This design comes from an exercise in tuning for small area on the open sky130 flow, not from production work.
Where RTL was checked, it was by simulation tests only, not by an equivalence proof against the original.
Power is estimated from default activity; no workload was simulated.

// sbus_core
module sbus_core (
    input  wire        clk,
    input  wire        rst,
    input  wire        in_valid,
    input  wire [7:0]  in_data,
    output wire        frame_complete,
    input  wire [4:0]  rd_idx,
    output wire [10:0] rd_data,
    output wire        failsafe_o,
    output wire [31:0] lost_count_o,
    input  wire [10:0] scale_in,
    output wire [7:0]  scale_out,
    input  wire        tick,
    input  wire        p_wait,
    output wire        wake_out,
    output wire        wake_cause
);
Size in the first run: roughly 1000 cells after synthesis, ~84 I/O pins.
Settings: LEC_CHECK=0, ABC_AREA=0, CAP_MARGIN=0, CORE_MARGIN=2, CORE_UTILIZATION=70, CTS_BUF_LIST=sky130_fd_sc_hd__clkbuf_4, CTS_CLUSTER_DIAMETER=35, CTS_CLUSTER_SIZE=9, PLACE_DENSITY=0.8, SLEW_MARGIN=0; clock period 40.0 ns.
standard.sh (not shown) runs the stock make flow with config.mk's settings and CLKGATE_MAP_FILE= SYNTH_SCRIPT=/design/flow/synth_recipe.tcl, a recipe that flattens the netlist after the stock synthesis.
==> flow/flow/run.sh <==
#!/bin/bash
# The standard layout with two changes: the port buffers are buf_1 cells, and
# clock tree synthesis inserts no dummy loads and drives the flip-flops from
# clkbuf_4 cells in clusters of at most 9 sinks within 35 um.
# make's full output goes to make_finish.log; each ORFS step also writes its
# own log under orfs/logs.
set -euo pipefail
bash standard.sh \
  "BUFFER_PORTS_ARGS=-buffer_cell sky130_fd_sc_hd__buf_1" \
  "CTS_ARGS=-sink_clustering_enable -repair_clock_nets -buf_list sky130_fd_sc_hd__clkbuf_4 -sink_clustering_size 9 -sink_clustering_max_diameter 35 -sink_buffer_max_cap_derate 0.05 -dont_use_dummy_load" \
  finish > make_finish.log 2>&1
The baseline produced a clean layout.
==> next run, changes <==
==> flow/flow/run.sh (replaced) <==
#!/bin/bash
# The standard layout with two changes: the port buffers are buf_1 cells, and
# clock tree synthesis inserts no dummy loads and drives the flip-flops from
# clkbuf_4 cells in clusters of at most 10 sinks within 35 um.
# make's full output goes to make_finish.log; each ORFS step also writes its
# own log under orfs/logs.
set -euo pipefail
bash standard.sh \
  "BUFFER_PORTS_ARGS=-buffer_cell sky130_fd_sc_hd__buf_1" \
  "CTS_ARGS=-sink_clustering_enable -repair_clock_nets -buf_list sky130_fd_sc_hd__clkbuf_4 -sink_clustering_size 10 -sink_clustering_max_diameter 35 -sink_buffer_max_cap_derate 0.05 -dont_use_dummy_load" \
  finish > make_finish.log 2>&1
CORE_UTILIZATION = 55   (was 70)
CTS_CLUSTER_SIZE = 10   (was 9)
PLACE_DENSITY = 0.65   (was 0.8)
What happened: Synthesized cell count is unchanged. First-iteration DRC count increases by about a fifth. Setup slack improved by 0.016 ns. Non-clock buffer count stays the same.

---

sbus_core, a different RTL version from the one above (not shown whole).
Size: roughly 84 I/O pins, ~17000 um2 of cells after synthesis.
make LEC_CHECK=0 ABC_AREA=1 CAP_MARGIN=0 CORE_MARGIN=2 CORE_UTILIZATION=60 CTS_BUF_LIST=sky130_fd_sc_hd__clkbuf_8 CTS_CLUSTER_DIAMETER=60 CTS_CLUSTER_SIZE=20 PLACE_DENSITY=0.7 SLEW_MARGIN=0 finish   # period 40.0 ns
run.sh (not shown) runs the stock make flow with config.mk's settings and CLKGATE_MAP_FILE= SYNTH_SCRIPT=/design/flow/synth_recipe.tcl, a recipe that flattens the netlist after the stock synthesis.
Stock flow here: none of the scripts above is used.
The starting point went through all stages and came out clean.
Edit:
CORE_UTILIZATION = 70   (was 60)
CTS_CLUSTER_DIAMETER = 40   (was 60)
CTS_CLUSTER_SIZE = 24   (was 20)
PLACE_DENSITY = 0.8   (was 0.7)
The changed run went through all stages and came out clean.
Global-route usage climbs by 5.0 points.
Worst setup slack improves by 130 ps.
Total power went up by 6.5%.
Non-clock buffer count falls by 2.
Maximum frequency came out higher by 0.64%.
Routed wire length climbs by 1.5%.
Utilization rises by 12 points.
Critical path depth stays the same.
Synthesized cell count does not change.
No run of this note included a check of the RTL's function; only the layout flow was run.

---

The RTL this note starts from:
==> flow/design.v <==
module sbus_decoder (
    input  wire         clk,
    input  wire         rst,
    input  wire         in_valid,
    input  wire [7:0]   in_data,
    output wire         commit,        
    output wire [175:0] payload,       
    output wire [7:0]   status         
);
    reg  [4:0] cnt;                    
    reg  [7:0] sr [0:22];
    integer    p;
    always @(posedge clk) begin
        if (in_valid) begin
            sr[0] <= in_data;
            for (p = 1; p < 23; p = p + 1)
                sr[p] <= sr[p - 1];
        end
    end
    genvar g;
    generate
        for (g = 0; g < 22; g = g + 1) begin : g_pl
            assign payload[8*g +: 8] = sr[22 - g];
        end
    endgenerate
    assign status = sr[0];
    wire last = (cnt == 5'd24);
    assign commit = in_valid && last && (in_data == 8'h00);
    reg [4:0] rcnt;
    always @* begin
        rcnt = (in_data == 8'h0F) ? 5'd1 : 5'd0;
        for (p = 0; p < 23; p = p + 1)
            if (sr[p] == 8'h0F)
                rcnt = p + 2;
    end
    always @(posedge clk) begin
        if (rst)
            cnt <= 5'd0;
        else if (in_valid) begin
            if (cnt == 5'd0)
                cnt <= (in_data == 8'h0F) ? 5'd1 : 5'd0;
            else if (!last)
                cnt <= cnt + 5'd1;
            else if (in_data == 8'h00)
                cnt <= 5'd0;
            else
                cnt <= rcnt;
        end
    end
endmodule
module sbus_store (
    input  wire         clk,
    input  wire         rst,
    input  wire         commit,
    input  wire [175:0] payload,
    input  wire [7:0]   status,
    input  wire [4:0]   rd_idx,
    output reg  [10:0]  rd_data,
    output wire         failsafe_o,
    output wire [31:0]  lost_count_o
);
    reg  [175:0] ch;
    reg          ch17, ch18;
    reg          loaded;
    reg          failsafe;
    reg  [31:0]  lost_count;
    always @(posedge clk) begin
        if (commit) begin
            ch   <= payload;
            ch17 <= status[0];
            ch18 <= status[1];
        end
    end
    always @(posedge clk) begin
        if (rst) begin
            loaded     <= 1'b0;
            failsafe   <= 1'b0;
            lost_count <= 32'd0;
        end else if (commit) begin
            loaded     <= 1'b1;
            failsafe   <= status[3];
            if (status[2])
                lost_count <= lost_count + 32'd1;
        end
    end
    always @* begin
        case (rd_idx)
            5'd1: rd_data = ch[10:0];
            5'd2: rd_data = ch[21:11];
            5'd3: rd_data = ch[32:22];
            5'd4: rd_data = ch[43:33];
            5'd5: rd_data = ch[54:44];
            5'd6: rd_data = ch[65:55];
            5'd7: rd_data = ch[76:66];
            5'd8: rd_data = ch[87:77];
            5'd9: rd_data = ch[98:88];
            5'd10: rd_data = ch[109:99];
            5'd11: rd_data = ch[120:110];
            5'd12: rd_data = ch[131:121];
            5'd13: rd_data = ch[142:132];
            5'd14: rd_data = ch[153:143];
            5'd15: rd_data = ch[164:154];
            5'd16: rd_data = ch[175:165];
            5'd17: rd_data = {11{ch17}};
            5'd18: rd_data = {11{ch18}};
            default: rd_data = 11'd0;
        endcase
        if (!loaded)
            rd_data = 11'd0;
    end
    assign failsafe_o   = failsafe;
    assign lost_count_o = lost_count;
endmodule
module sbus_scaler (
    input  wire [10:0] raw,
    output reg  [7:0]  axis
);
    reg [6:0] d;
    always @* begin
        case (raw[10:5])
            6'd5: d = 7'd0;
            6'd6: d = 7'd1;
            6'd7: d = 7'd2;
            6'd8: d = 7'd2;
            6'd9: d = 7'd3;
            6'd10: d = 7'd4;
            6'd11: d = 7'd4;
            6'd12: d = 7'd5;
            6'd13: d = 7'd6;
            6'd14: d = 7'd7;
            6'd15: d = 7'd7;
            6'd16: d = 7'd8;
            6'd17: d = 7'd9;
            6'd18: d = 7'd9;
            6'd19: d = 7'd10;
            6'd20: d = 7'd11;
            6'd21: d = 7'd12;
            6'd22: d = 7'd12;
            6'd23: d = 7'd13;
            6'd24: d = 7'd14;
            6'd25: d = 7'd14;
            6'd26: d = 7'd15;
            6'd27: d = 7'd16;
            6'd28: d = 7'd17;
            6'd29: d = 7'd17;
            6'd30: d = 7'd18;
            6'd31: d = 7'd50;
            6'd32: d = 7'd51;
            6'd33: d = 7'd51;
            6'd34: d = 7'd52;
            6'd35: d = 7'd53;
            6'd36: d = 7'd54;
            6'd37: d = 7'd54;
            6'd38: d = 7'd55;
            6'd39: d = 7'd56;
            6'd40: d = 7'd56;
            6'd41: d = 7'd57;
            6'd42: d = 7'd58;
            6'd43: d = 7'd59;
            6'd44: d = 7'd59;
            6'd45: d = 7'd60;
            6'd46: d = 7'd61;
            6'd47: d = 7'd61;
            6'd48: d = 7'd62;
            6'd49: d = 7'd63;
            6'd50: d = 7'd64;
            6'd51: d = 7'd64;
            6'd52: d = 7'd65;
            6'd53: d = 7'd66;
            6'd54: d = 7'd66;
            6'd55: d = 7'd67;
            6'd56: d = 7'd67;
            default: d = 7'bx;
        endcase
    end
    wire [13:0] sum = {1'b0, raw, 2'b00} + {3'b000, raw} - 14'd828 - {7'd0, d};
    always @* begin
        if (raw < 11'd172)
            axis = 8'h81;
        else if (raw > 11'd1811)
            axis = 8'h7F;
        else if (raw >= 11'd989 && raw <= 11'd1001)
            axis = 8'h00;
        else
            axis = sum[12:5] ^ 8'h80;
    end
endmodule
module sbus_wake_arbiter (
    input  wire clk,
    input  wire rst,
    input  wire commit,
    input  wire tick,
    input  wire p_wait,
    output wire wake_out,
    output wire wake_cause      
);
    reg       wake, waiting;
    reg [6:0] ticks;
    wire sig     = wake | commit;
    wire timeout = tick & (ticks == 7'b0110100);
    assign wake_out   = (waiting & (sig | timeout)) | (p_wait & sig);
    assign wake_cause = waiting & ~sig & timeout;
    always @(posedge clk) begin
        if (rst) begin
            wake    <= 1'b0;
            waiting <= 1'b0;
        end else begin
            wake    <= sig & ~waiting & ~p_wait;
            waiting <= ~sig & ((waiting & ~timeout) | p_wait);
        end
    end
    always @(posedge clk) begin
        if (p_wait)
            ticks <= 7'b1111111;
        else if (tick)
            ticks <= {ticks[5:0], ticks[6] ^ ticks[5]};
    end
endmodule
module sbus_core (
    input  wire        clk,
    input  wire        rst,
    input  wire        in_valid,
    input  wire [7:0]  in_data,
    output wire        frame_complete,
    input  wire [4:0]  rd_idx,
    output wire [10:0] rd_data,
    output wire        failsafe_o,
    output wire [31:0] lost_count_o,
    input  wire [10:0] scale_in,
    output wire [7:0]  scale_out,
    input  wire        tick,
    input  wire        p_wait,
    output wire        wake_out,
    output wire        wake_cause
);
    wire         commit;
    wire [175:0] payload;
    wire [7:0]   status;
    sbus_decoder u_decoder (
        .clk      (clk),
        .rst      (rst),
        .in_valid (in_valid),
        .in_data  (in_data),
        .commit   (commit),
        .payload  (payload),
        .status   (status)
    );
    sbus_store u_store (
        .clk          (clk),
        .rst          (rst),
        .commit       (commit),
        .payload      (payload),
        .status       (status),
        .rd_idx       (rd_idx),
        .rd_data      (rd_data),
        .failsafe_o   (failsafe_o),
        .lost_count_o (lost_count_o)
    );
    sbus_scaler u_scaler (
        .raw  (scale_in),
        .axis (scale_out)
    );
    sbus_wake_arbiter u_arbiter (
        .clk        (clk),
        .rst        (rst),
        .commit     (commit),
        .tick       (tick),
        .p_wait     (p_wait),
        .wake_out   (wake_out),
        .wake_cause (wake_cause)
    );
    assign frame_complete = commit;
endmodule
clock: 40.0 ns
lec_check: 0
abc_area: 0
cap_margin: 0
core_margin: 2
core_utilization: 70
cts_buf_list: sky130_fd_sc_hd__clkbuf_8
cts_cluster_diameter: 50
cts_cluster_size: 20
place_density: 0.8
slew_margin: 0
standard.sh (not shown) runs the stock make flow with config.mk's settings and CLKGATE_MAP_FILE= SYNTH_SCRIPT=/design/flow/synth_recipe.tcl, a recipe that flattens the netlist after the stock synthesis.
==> flow/flow/run.sh <==
#!/bin/bash
# The standard layout with three changes: the port buffers are buf_1 cells,
# clock tree synthesis inserts no dummy loads, and uses clkbuf_8 cells in
# clusters of at most 20 sinks.
set -euo pipefail
bash standard.sh \
  "BUFFER_PORTS_ARGS=-buffer_cell sky130_fd_sc_hd__buf_1" \
  "CTS_ARGS=-sink_clustering_enable -repair_clock_nets -buf_list sky130_fd_sc_hd__clkbuf_8 -sink_clustering_size 20 -sink_clustering_max_diameter 50 -dont_use_dummy_load" \
  finish > make_finish.log 2>&1
==> next run, changes <==
--- a/flow/flow/run.sh
+++ b/flow/flow/run.sh
@@ -8 +8 @@
-  "CTS_ARGS=-sink_clustering_enable -repair_clock_nets -buf_list sky130_fd_sc_hd__clkbuf_8 -sink_clustering_size 20 -sink_clustering_max_diameter 50 -dont_use_dummy_load" \
+  "CTS_ARGS=-sink_clustering_enable -repair_clock_nets -buf_list sky130_fd_sc_hd__clkbuf_16 -sink_clustering_size 36 -sink_clustering_max_diameter 60 -dont_use_dummy_load" \
After rerunning: Via count stays flat. Cell count falls slightly. Sequential power stays flat. Count of clock-buffer cells in the layout went down by 8. Total power went up by a few percent. Worst setup slack is about the same. Non-clock buffer count does not change. Critical path depth rises by 1. Global-route usage is higher by 0.17 points. Synthesized cell count is unchanged. Clock power is higher by about a fifth.
==> next run, changes <==
--- a/flow/flow/run.sh
+++ b/flow/flow/run.sh
@@ -8 +8 @@
-  "CTS_ARGS=-sink_clustering_enable -repair_clock_nets -buf_list sky130_fd_sc_hd__clkbuf_16 -sink_clustering_size 36 -sink_clustering_max_diameter 60 -dont_use_dummy_load" \
+  "CTS_ARGS=-sink_clustering_enable -repair_clock_nets -buf_list sky130_fd_sc_hd__clkbuf_8 -sink_clustering_size 24 -sink_clustering_max_diameter 50 -sink_buffer_max_cap_derate 0.03 -dont_use_dummy_load" \
Effect: The changed run finished clean; sequential share of layout area is higher by 0.78 points; routed wire length decreases slightly; worst hold slack is worse by 20 ps; clock power is lower by about a fifth; total power falls by a few percent.

[afterwards: timing with drivers on the ports]
In the flow no input, the clock included, has a driving cell. The finished layouts below were timed again as built, in two steps.
Step 1: set_driving_cell puts a clkbuf_16 on clk and a buf_2 on each other input, an assumption about the parent block.
Step 2, shift: input delay + t, output delay - t, t = (earliest + latest rising clock arrival at the registers) / 2. This alone moves slack from input paths to output paths.
a / b / c = ideal / step 1 / step 2; a / b = the first two.
run | t, ns | slack for setup (ns) | slew at the worst register clock pin (ns)
the first run of note 1 | 0.686 | 19.853 / 19.828 / 19.828 | 0.10 / 0.10
the second run of note 1 | 0.716 | 19.870 / 19.846 / 19.846 | 0.11 / 0.11
the first run of note 2 | 0.653 | 19.585 / 19.564 / 19.564 | 0.12 / 0.12
the second run of note 2 | 0.614 | 19.714 / 19.694 / 19.694 | 0.11 / 0.11
the first run of note 3 | 0.564 | 19.421 / 19.396 / 19.396 | 0.11 / 0.11
the second run of note 3 | 0.592 | 19.418 / 19.393 / 19.393 | 0.11 / 0.11
the third run of note 3 | 0.561 | 19.394 / 19.368 / 19.368 | 0.11 / 0.11
After both steps every run listed still meets setup and hold. The setup slack of the third run of note 3, which loses most, moves by -0.026 ns with the drivers and by -0.026 ns with both steps.
